Background: an optimization exercise with open tools, aiming at small area, a short achievable clock period and few clock cycles per item. Do not read the settings as production practice. Function was not checked in any run shown here: the RTL went through the layout flow alone.

## flow/design.v (module list and top-level ports; edited modules follow where they fit)
// module dec32: 1434 lines
module dec32 (
    input  wire        clk,
    input  wire        rst,
    input  wire        in_valid,
    output wire        in_ready,
    input  wire [31:0] in_value,
    output wire        out_valid,
    input  wire        out_ready,
    output wire [3:0]  out_len,
    output wire [87:0] out_str
);
  // ...
==> flow/flow/run.sh <==
#!/bin/bash
# The standard layout (the standard.sh, standard synthesis included), with
# ORFS's timing repair aimed at a setup slack of 6.85 ns instead of 0 so that
# it works toward a shorter achieved period. The clock period and the SDC are
# unchanged. Every port still gets its own buffer (a buf_2 rather than the
# default pick). standard.sh's full output goes to standard.log.
export SETUP_SLACK_MARGIN=6.85
export BUFFER_PORTS_ARGS="-buffer_cell sky130_fd_sc_hd__buf_2"
bash standard.sh > standard.log 2>&1
==> flow/standard.sh <==
#!/bin/bash
# synth_recipe.tcl (not shown) runs the flow's synth.tcl, then flattens the netlist and writes it again
# the make line also repeats each setting of config.mk as NAME=value (left out here)
make -C /OpenROAD-flow-scripts/flow DESIGN_CONFIG=/design/flow/config.mk WORK_HOME=/design/flow/orfs CLKGATE_MAP_FILE= SYNTH_SCRIPT=/design/flow/synth_recipe.tcl "${@:-finish}"
==> flow/config.mk <==
export PLATFORM = sky130hd
export DESIGN_NAME = dec32
export DESIGN_NICKNAME = dec32
export VERILOG_FILES = /design/flow/design.v
export SDC_FILE = /design/flow/constraint.sdc
export NUM_CORES = 4
export LEC_CHECK = 0
export ABC_AREA = 1
export CAP_MARGIN = 20
export CORE_MARGIN = 2
export CORE_UTILIZATION = 50
export CTS_CLUSTER_DIAMETER = 100
export CTS_CLUSTER_SIZE = 25
export SLEW_MARGIN = 20
==> flow/constraint.sdc <==
create_clock -name core_clock -period 10.0 [get_ports {clk}]
set_input_delay 2.0000 -clock core_clock [delete_from_list [all_inputs] [get_ports {clk}]]
set_output_delay 2.0000 -clock core_clock [all_outputs]
set_load 0.01 [all_outputs]
==> flow_summary.yaml, run 1 <==
setup_path:
  rr_startpoint: "rl_d[31]$_DFFE_PN_"
  critical_path_depth: 1
  critPathMaxFanout: 1
timing:
  holdWs_ps: 413.4
  fin_setup_tns_ps: 0
  setup_viol: 0
  setup_ws_ps: 6804
run_status:
  outcome: "no timing/DRC/antenna violations"
synth:
  synth_commonest_cells: "nand2_1 (994), inv_1 (373), nor2_1 (302), edfxtp_1 (271), nand3_1 (229)"
  yosysTopAreaCell: "edfxtp_1"
  synth_fa_ha_area_frac: 0.009767
place:
  placed_cell_area_sq_um: 22800
  place_inst: 3692
clock_network:
  cts-root-buf: "clkbuf_16"
  cts_tree: "yes"
  h-tree-depth: 1
layout:
  layout.comb_gates.multi_input: 2228
  area_growth_pct: 10.65
  nFillCells: 4112
  largest_reg_flops: 44
  clkbuf_count: 25
global_route:
  grt-ovfl-total: 0
  use_met3: 0.01941
min_path:
  hold_depth: 0
  hp-start: "r4_n$_DFFE_PN_"
drt:
  drt_pre_antenna_iters: 5
==> run 2, diff against run 1 <==
--- a/flow/config.mk
+++ b/flow/config.mk
@@ -9,5 +9,5 @@
 export CAP_MARGIN = 20
 export CORE_MARGIN = 2
-export CORE_UTILIZATION = 50
+export CORE_UTILIZATION = 62
 export CTS_CLUSTER_DIAMETER = 100
 export CTS_CLUSTER_SIZE = 25
==> flow_summary.yaml, run 2 <==
clock_network:
  cts_hold_buf: 0
  cts_made_buffers: 16
  cts.sinks: 312
  clkLatencyLatePin_ps: 520
  cts.clk_slew.worst_paths_ps: 110
  cts-root-buf: "clkbuf_16"
  clockBufferDepth: 3
  h-tree-depth: 1
  cts_tree: "yes"
synth:
  syn_area_sq_um: 21780
  ys.warnings.count: 1
  synth_edf_count: 271
  synthArstFlopShare: 0
  synth-seq-cells: 312
  synth_cells: 3037
  synth_commonest_cells: "nand2_1 (994), inv_1 (373), nor2_1 (302), edfxtp_1 (271), nand3_1 (229)"
  avgSynthCellArea_sq_um: 7.171
  synth-seq-area-share: 0.4114
  synth.most_common_cell: "nand2_1"
  synth.area.top_cells: "edfxtp_1 (37%), nand2_1 (17%), inv_1 (6.4%)"
  synth.top_cell.area_share: 0.3737
  yosysTopAreaCell: "edfxtp_1"
  synth_ff_type: "edfxtp_1"
  yosysUniqueCellTypes: 64
timing:
  relSlewSlack: 0.4358
  fmax_mhz: 316.5
  fin_crit_ps: 3160
  fin_skew_ps: 16.33
  period_share: 0.3160
  drv_slew: 0
  fin_setup_tns_ps: 0
  grt_setup_unrepaired: "true"
  setup_viol: 0
  hold_viol: 0
  setup_ws_ps: 6840
  worst_slew_pin_slew_ps: 846.4
die:
  die_height_um: 191.4
  start_util: 0.6304
  die_w_um: 191.4
  die_area_sq_um: 36640
  io_pins: 130
  num_rows: 68
  coreArea_sq_um: 34540
layout:
  nFillCells: 2812
  final_cell_mix: "nand2_1 (978), inv_1 (369), nor2_1 (293)"
  multi_input_area_sq_um: 11190
  regMostFlops: "o_nib"
  largestRegisters: "o_nib: 44 flops, rl_d: 38 flops"
  final_common_cell: "nand2_1"
  largest_reg_flops: 44
  drive_gt1_frac: 0.1654
  area_growth_pct: 10.47
  ff_latch_area_sq_um: 8959
  antennaDiodeCount: 0
  nets: 3214
setup_path:
  reg2reg_depth: 16
  worst_path_dominant_cell_family: "flip-flops"
  critPathLaunchType: "register"
  cp.arrival_ps: 1160
  critPathMaxFanout: 1
  rr_startpoint: "rl_d[30]$_DFFE_PN_"
  path_class: "reg2out"
  critPathSlowestCell: "edfxtp_1"
  timing.rr.end: "o_nib[6]$_DFFE_PN_"
  crit_path_max_incr_delay_ps: 460
  cp.required_ps: 8000
  timing.reg2reg.setup_slack_ps: 6930
  critPathBufInv: 1
  cp-end-kind: "output pin"
  crit_chain: "buf_2"
drt:
  drt_first_iter_violations: 1365
  vias: 19640
  via_per_inst: 5.418
  drt_pre_antenna_iters: 7
  routed_wirelength_mm: 50.14
  postRouteAntennaNets: 0
  drc_errors: 0
  wire_per_inst_um: 13.84
min_path:
  hp-start: "r1_m[2]$_DFFE_PN_"
  worstHoldPathType: "reg2reg"
  hold_depth: 0
  hold_end: "r2_m[2]$_DFFE_PN_"
global_route:
  grt_pass1_wl_mm: 79.37
  grt_max_degree: 95
  grt_pass1_vias: 17910
  grtUsageTotal: 0.2615
  grt-ovfl-total: 0
  antenna_found_initial: 0
place:
  dp_hpwl_mm: 35.99
  place.gp.congestion: 0.8564
  portBuffers: 106
  dp_slack_ps: 5916
run_status:
  outcome: "no timing/DRC/antenna violations"
job:
  maxCapViolCount: 0
==> run 2: repair_timing <==
item                                    in CTS  in global routing
gates resized for setup                     20                108
buffers inserted                             8                 17
gates cloned                                 3                  9
endpoints found under the hold margin        0                  0
pin swaps                                    4                 16
endpoints found under the setup margin     135                 87
==> run 2: layer usage <==
| layer | vias to the layer above | share of wire | track usage |
|---|---|---|---|
| met2 | 514 | 0.49 | 0.4826 |
| met5 | - | 0 | 0 |
| met3 | 129 | 0.053 | 0.02754 |
| li1 | 10050 | - | - |
| met4 | 0 | 0.036 | 0.08166 |
| met1 | 8947 | 0.42 | 0.3190 |
==> run 2: stage by stage <==
step           hold slack [ps]  instances  instance area [sq um]    util
5_1_grt                  431.3       3624                  24060  0.6965
6_report                 425.2       3624                  24060  0.6965
3_3_place_gp             400.5       3560                  22620  0.6549
3_5_place_dp             404.5       3560                  22620  0.6549
2_1_floorplan            400.3       3058                  21890       -
4_1_cts                  426.2       3597                  23320  0.6751
==> run 2: worst max path at each step <==
| stage | startpoint | to | cells after the start |
|---|---|---|---|
| 5_1_grt | rl_d[30]$_DFFE_PN_ | o_pres[9]$_DFFE_PN_ | 15 |
| 6_report | o_nib[0]$_SDFFCE_PP1N_ | out_str[0] | 1 |
| 4_1_cts | o_nib[0]$_SDFFCE_PP1N_ | out_str[0] | 1 |
| 2_1_floorplan | out_ready | r0_v$_SDFFE_PP0N_ | 4 |
| 3_5_place_dp | out_ready | r4_m[2]$_DFFE_PN_ | 4 |
| 3_3_place_gp | out_ready | o_pres[1]$_DFFE_PN_ | 4 |
==> run 2: kinds of logic (layout without fill, tap and decap cells) <==
kind of cell	count (synthesis)	in the layout	share of synthesized area
compound gates	428	428	0.1240
other cells	2	23	0.0003449
simple gates	1722	1722	0.3415
flops	312	312	0.4114
fa+ha+maj	17	17	0.009767
xor+xnor	33	33	0.01327
buf+inv	518	629	0.09750
mux	5	5	0.002298
==> run 2: final cells by class <==
class                   instances  share of cell area
inverters                     451             0.07260
multi-input cells            2228              0.4649
well taps                     455             0.02366
repair inverters                3            0.001248
flip-flops and latches        312              0.3724
repair buffers                149             0.04535
clock inverters                 2           0.0006241
clock buffers                  24             0.01919

==> afterwards: timing with drivers on the ports <==
No port has a modelled driver above. Below, the same layouts with a new extraction and two added sets of constraints.
Step 1 sets driving cells, clkbuf_16 on the clock port and buf_2 on the other inputs (assumed; they add their load-dependent delay and slew).
Step 2 also shifts input and output timing later by t, the mid clock arrival at the registers, as if the neighbouring blocks saw the same clock.
Slacks: no drivers / after step 1 / after step 2; pairs: no drivers / after step 1.
run | t, ns | setup WS [ns] | worst hold slack (ns) | worst setup path at the end | worst register clock-pin slew, ns
run 1 | 0.591 | 6.804 / 6.747 / 6.383 | 0.413 / 0.413 / 0.413 | input to register | 0.11 / 0.11
run 2 | 0.569 | 6.840 / 6.787 / 6.453 | 0.425 / 0.425 / 0.425 | input to register | 0.11 / 0.11
After both steps every run listed still meets setup and hold. For run 1, which loses most, drivers alone change the setup slack by -0.057 ns; drivers and shift together by -0.421 ns.
